Context: an optimization exercise on an open-source flow, tuned for small area, a short achievable clock period and few clock cycles per item. The choices shown serve that exercise and are no tape-out recipe.
The RTL was checked by simulation tests, not by an equivalence proof against the original design.

==> run a <==
==> flow/design.v (excerpt) <==
module polyval_acc (
    input  wire         clk,
    input  wire         rst,
    input  wire         in_valid,
    output wire         in_ready,
    input  wire [1:0]   in_op,
    input  wire [127:0] in_data,
    output reg          done,
    output reg          err,
    output wire [127:0] result
);
==> module polyval_acc, before the edit <==
module polyval_acc (
    input  wire         clk,
    input  wire         rst,
    input  wire         in_valid,
    output wire         in_ready,
    input  wire [1:0]   in_op,
    input  wire [127:0] in_data,
    output reg          done,
    output reg          err,
    output wire [127:0] result
);
    localparam [1:0] OP_SEED = 2'd0;
    localparam [1:0] OP_CLR  = 2'd1;
    localparam [1:0] OP_BLK  = 2'd2;
    localparam [1:0] OP_LEN  = 2'd3;
    function [127:0] mulx;
        input [127:0] a;
        begin
            mulx = {1'b0, a[127:1]} ^ (a[0] ? {8'he1, 120'd0} : 128'd0);
        end
    endfunction
    reg [127:0] acc;      
    reg [127:0] mul_h;    
    reg         seeded;   
    reg         busy;
    reg [6:0]   bit_cnt;
    reg [127:0] x_sr;
    reg [127:0] z;
    reg [127:0] v;
    wire         accept = in_valid && in_ready;
    wire [127:0] len_blk = {in_data[124:64], 3'b000, in_data[60:0], 3'b000};
    wire [127:0] fold_in = (in_op == OP_LEN) ? len_blk : in_data;
    wire [127:0] z_next  = x_sr[127] ? (z ^ v) : z;
    assign in_ready = !busy;
    assign result   = acc;
    always @(posedge clk) begin
        if (rst) begin
            acc     <= 128'd0;
            seeded  <= 1'b0;
            busy    <= 1'b0;
            bit_cnt <= 7'd0;
            done    <= 1'b0;
            err     <= 1'b0;
        end else begin
            done <= 1'b0;
            err  <= 1'b0;
            if (busy) begin
                z       <= z_next;
                v       <= mulx(v);
                x_sr    <= {x_sr[126:0], 1'b0};
                bit_cnt <= bit_cnt + 7'd1;
                if (bit_cnt == 7'd127) begin
                    acc  <= z_next;
                    busy <= 1'b0;
                    done <= 1'b1;
                end
            end else if (accept) begin
                case (in_op)
                    OP_SEED: begin
                        mul_h  <= mulx(in_data);
                        seeded <= 1'b1;
                        done   <= 1'b1;
                    end
                    OP_CLR: begin
                        acc  <= 128'd0;
                        done <= 1'b1;
                    end
                    default: begin
                        if (seeded) begin
                            x_sr    <= acc ^ fold_in;
                            z       <= 128'd0;
                            v       <= mul_h;
                            bit_cnt <= 7'd0;
                            busy    <= 1'b1;
                        end else begin
                            done <= 1'b1;
                            err  <= 1'b1;
                        end
                    end
                endcase
            end
        end
    end
endmodule
Settings: LEC_CHECK=0, CAP_MARGIN=20, CORE_MARGIN=2, CORE_UTILIZATION=40, SLEW_MARGIN=20; clock period 5.0 ns.
run.sh (not shown) runs the stock make flow with config.mk's settings and CLKGATE_MAP_FILE= SYNTH_SCRIPT=/design/flow/synth_recipe.tcl, a recipe that flattens the netlist after the stock synthesis.
==> run b (differences from run a) <==
==> flow/design.v (replaced) <==
module polyval_acc (
    input  wire         clk,
    input  wire         rst,
    input  wire         in_valid,
    output wire         in_ready,
    input  wire [1:0]   in_op,
    input  wire [127:0] in_data,
    output reg          done,
    output reg          err,
    output wire [127:0] result
);
    localparam [1:0] OP_SEED = 2'd0;
    localparam [1:0] OP_CLR  = 2'd1;
    function [127:0] mulx;
        input [127:0] a;
        begin
            mulx = {1'b0, a[127:1]} ^ (a[0] ? {8'he1, 120'd0} : 128'd0);
        end
    endfunction
    function [127:0] rev128;
        input [127:0] a;
        integer i;
        begin
            for (i = 0; i < 128; i = i + 1) rev128[i] = a[127 - i];
        end
    endfunction
    function [14:0] clmul8;
        input [7:0] a, b;
        integer i;
        begin
            clmul8 = 15'd0;
            for (i = 0; i < 8; i = i + 1)
                if (a[i]) clmul8 = clmul8 ^ ({7'd0, b} << i);
        end
    endfunction
    function [23:0] kx16;
        input [15:0] a;
        begin
            kx16 = {(a[7:0] ^ a[15:8]), (a[15:8]), (a[7:0])};
        end
    endfunction
    function [30:0] kmul16;
        input [23:0] a, b;
        reg [14:0] l, h, m;
        begin
            l = clmul8(a[7:0], b[7:0]);
            h = clmul8(a[15:8], b[15:8]);
            m = clmul8(a[23:16], b[23:16]) ^ l ^ h;
            kmul16 = {16'd0, l} ^ ({16'd0, m} << 8) ^ ({16'd0, h} << 16);
        end
    endfunction
    function [71:0] kx32;
        input [31:0] a;
        begin
            kx32 = {kx16(a[15:0] ^ a[31:16]), kx16(a[31:16]), kx16(a[15:0])};
        end
    endfunction
    function [62:0] kmul32;
        input [71:0] a, b;
        reg [30:0] l, h, m;
        begin
            l = kmul16(a[23:0], b[23:0]);
            h = kmul16(a[47:24], b[47:24]);
            m = kmul16(a[71:48], b[71:48]) ^ l ^ h;
            kmul32 = {32'd0, l} ^ ({32'd0, m} << 16) ^ ({32'd0, h} << 32);
        end
    endfunction
    function [287:0] hexp;
        input [127:0] h;
        begin
            hexp = {kx32(h[127:96]), kx32(h[95:64]), kx32(h[63:32]), kx32(h[31:0])};
        end
    endfunction
    function [127:0] red;
        input [159:0] u;
        reg [31:0] t;
        begin
            t = u[159:128];
            red = u[127:0] ^ {96'd0, t} ^ {95'd0, t, 1'b0} ^ {94'd0, t, 2'b0} ^ {89'd0, t, 7'b0};
        end
    endfunction
    function [159:0] step;
        input [127:0] z;
        input [71:0] d;
        input [287:0] hx;
        begin
            step = {z, 32'd0}
                ^ {97'd0, kmul32(d, hx[71:0])}
                ^ {65'd0, kmul32(d, hx[143:72]), 32'd0}
                ^ {33'd0, kmul32(d, hx[215:144]), 64'd0}
                ^ {1'd0, kmul32(d, hx[287:216]), 96'd0}
                ;
        end
    endfunction
    reg [159:0] u;        
    reg [287:0] hx;       
    reg [95:0] xs;       
    reg [71:0]  dx;       
    reg         seeded;   
    reg         busy;     
    reg [1:0]   cnt;      
    wire         accept  = in_valid && in_ready;
    wire [127:0] len_blk = {in_data[124:64], 3'b000, in_data[60:0], 3'b000};
    wire [127:0] fold_in = in_op[0] ? len_blk : in_data;
    wire [127:0] acc     = rev128(red(u));    
    wire [127:0] xp      = rev128(acc ^ fold_in);
    wire [159:0] prod    = step(red(u), dx, hx);
    assign in_ready = !busy;
    assign result   = acc;
    always @(posedge clk) begin
        if (busy) begin
            dx <= kx32(xs[95:64]);
            xs  <= {xs[63:0], 32'd0};
        end else begin
            dx <= kx32(xp[127:96]);
            xs <= xp[95:0];
        end
    end
    always @(posedge clk) begin
        if (rst) begin
            u      <= 160'd0;
            seeded <= 1'b0;
            busy   <= 1'b0;
            cnt    <= 2'd0;
            done   <= 1'b0;
            err    <= 1'b0;
        end else begin
            done <= 1'b0;
            err  <= 1'b0;
            if (busy) begin
                u   <= prod;
                cnt <= cnt + 2'd1;
                if (cnt == 2'd3) begin
                    busy <= 1'b0;
                    cnt  <= 2'd0;
                    done <= 1'b1;
                end
            end else if (accept) begin
                case (in_op)
                    OP_SEED: begin
                        hx     <= hexp(rev128(mulx(in_data)));
                        seeded <= 1'b1;
                        done   <= 1'b1;
                    end
                    OP_CLR: begin
                        u    <= 160'd0;
                        done <= 1'b1;
                    end
                    default: begin
                        if (seeded) begin
                            u    <= 160'd0;
                            busy <= 1'b1;
                        end else begin
                            done <= 1'b1;
                            err  <= 1'b1;
                        end
                    end
                endcase
            end
        end
    end
endmodule
ABC_CLOCK_PERIOD_IN_PS = 3000   (was not set)
CAP_MARGIN = 10   (was 20)
CORE_UTILIZATION = 65   (was 40)
SETUP_SLACK_MARGIN = 2.0   (was not set)
SLEW_MARGIN = 10   (was 20)
==> run c (differences from run a) <==
==> flow/design.v (replaced) <==
module polyval_acc (
    input  wire         clk,
    input  wire         rst,
    input  wire         in_valid,
    output wire         in_ready,
    input  wire [1:0]   in_op,
    input  wire [127:0] in_data,
    output reg          done,
    output reg          err,
    output wire [127:0] result
);
    localparam [1:0] OP_SEED = 2'd0;
    localparam [1:0] OP_CLR  = 2'd1;
    function [127:0] mulx;
        input [127:0] a;
        begin
            mulx = {1'b0, a[127:1]} ^ (a[0] ? {8'he1, 120'd0} : 128'd0);
        end
    endfunction
    function [127:0] rev128;
        input [127:0] a;
        integer i;
        begin
            for (i = 0; i < 128; i = i + 1) rev128[i] = a[127 - i];
        end
    endfunction
    function [14:0] clmul8;
        input [7:0] a, b;
        integer i;
        begin
            clmul8 = 15'd0;
            for (i = 0; i < 8; i = i + 1)
                if (a[i]) clmul8 = clmul8 ^ ({7'd0, b} << i);
        end
    endfunction
    function [30:0] clmul16;
        input [15:0] a, b;
        reg [14:0] l, h, m;
        begin
            l = clmul8(a[7:0], b[7:0]);
            h = clmul8(a[15:8], b[15:8]);
            m = clmul8(a[7:0] ^ a[15:8], b[7:0] ^ b[15:8]) ^ l ^ h;
            clmul16 = {16'd0, l} ^ ({16'd0, m} << 8) ^ ({16'd0, h} << 16);
        end
    endfunction
    function [62:0] clmul32;
        input [31:0] a, b;
        reg [30:0] l, h, m;
        begin
            l = clmul16(a[15:0], b[15:0]);
            h = clmul16(a[31:16], b[31:16]);
            m = clmul16(a[15:0] ^ a[31:16], b[15:0] ^ b[31:16]) ^ l ^ h;
            clmul32 = {32'd0, l} ^ ({32'd0, m} << 16) ^ ({32'd0, h} << 32);
        end
    endfunction
    function [127:0] step;
        input [127:0] z;
        input [31:0] d;
        input [127:0] h;
        reg [159:0] u;
        reg [31:0] t;
        begin
            u = {z, 32'd0}
                ^ {97'd0, clmul32(d, h[31:0])}
                ^ {65'd0, clmul32(d, h[63:32]), 32'd0}
                ^ {33'd0, clmul32(d, h[95:64]), 64'd0}
                ^ {1'd0, clmul32(d, h[127:96]), 96'd0}
                ;
            t = u[159:128];
            step = u[127:0] ^ {96'd0, t} ^ {95'd0, t, 1'b0} ^ {94'd0, t, 2'b0} ^ {89'd0, t, 7'b0};
        end
    endfunction
    reg [127:0] acc;      
    reg [127:0] hp;       
    reg [127:0] xs;       
    reg         seeded;   
    reg         busy;     
    reg [1:0]   cnt;      
    wire         accept  = in_valid && in_ready;
    wire [127:0] len_blk = {in_data[124:64], 3'b000, in_data[60:0], 3'b000};
    wire [127:0] fold_in = in_op[0] ? len_blk : in_data;
    wire [127:0] prod    = rev128(step(rev128(acc), xs[127:96], hp));
    assign in_ready = !busy;
    assign result   = acc;
    always @(posedge clk) begin
        if (rst) begin
            acc    <= 128'd0;
            seeded <= 1'b0;
            busy   <= 1'b0;
            cnt    <= 2'd0;
            done   <= 1'b0;
            err    <= 1'b0;
        end else begin
            done <= 1'b0;
            err  <= 1'b0;
            if (busy) begin
                acc <= prod;
                xs  <= {xs[95:0], 32'd0};
                cnt <= cnt + 2'd1;
                if (cnt == 2'd3) begin
                    busy <= 1'b0;
                    cnt  <= 2'd0;
                    done <= 1'b1;
                end
            end else if (accept) begin
                case (in_op)
                    OP_SEED: begin
                        hp     <= rev128(mulx(in_data));
                        seeded <= 1'b1;
                        done   <= 1'b1;
                    end
                    OP_CLR: begin
                        acc  <= 128'd0;
                        done <= 1'b1;
                    end
                    default: begin
                        if (seeded) begin
                            xs   <= rev128(acc ^ fold_in);
                            acc  <= 128'd0;
                            busy <= 1'b1;
                        end else begin
                            done <= 1'b1;
                            err  <= 1'b1;
                        end
                    end
                endcase
            end
        end
    end
endmodule
==> summary of the runs <==
Run b completed with no timing, DRC or antenna violations. Run c went through all stages and came out clean. Run a ran to the end with no violations. Against run b, the register-to-register slack of run c is worse by 1600 ps. The highest cell count belongs to run c, the lowest to run a. The lowest non-clock buffer count belongs to run a, the highest to run c. Via count, highest first: run b, run c, run a. Against run b, the fmax of run a is larger by 8.4%. Synthesized cell count: run b > run c > run a. Of run b and run a, run a has the higher sequential share of layout area (gap 30 points). The lowest die area belongs to run a, the highest to run c. Critical path depth is the same in run b and run a. Clock skew: run c > run b > run a. Worst setup slack, lowest first: run c, run b, run a.
Testbench counts of run a, summed over its fixed seeds: cycles 218,984, commands 1,888.
Testbench counts of run b, summed over its fixed seeds: cycles 8,680, commands 1,888.
Testbench counts of run c, summed over its fixed seeds: cycles 8,680, commands 1,888.

==> afterwards: timing with drivers on the ports <==
The flow's constraints put no driver on any port. The routed layouts listed below were extracted and timed again, unchanged, in two steps.
Step 1 assumes that a clkbuf_16 drives the clock port and a buf_2 every other input.
Step 2 also shifts input and output timing later by t, the mid clock arrival at the registers, as if the neighbouring blocks saw the same clock.
Slacks: no drivers / after step 1 / after step 2; pairs: no drivers / after step 1.
| run | t, ns | setup WS [ns] | pins driven straight from the clock port |
|---|---|---|---|
| run a | 0.660 | 2.099 / 2.099 / 1.557 | 1 |
| run b | 0.736 | 1.856 / 1.777 / 1.419 | 1 |
| run c | 0.758 | 0.233 / 0.233 / 0.233 | 1 |
After both steps every run listed still meets setup and hold. For run a, which loses most, drivers alone change the setup slack by 0.000 ns; drivers and shift together by -0.542 ns.
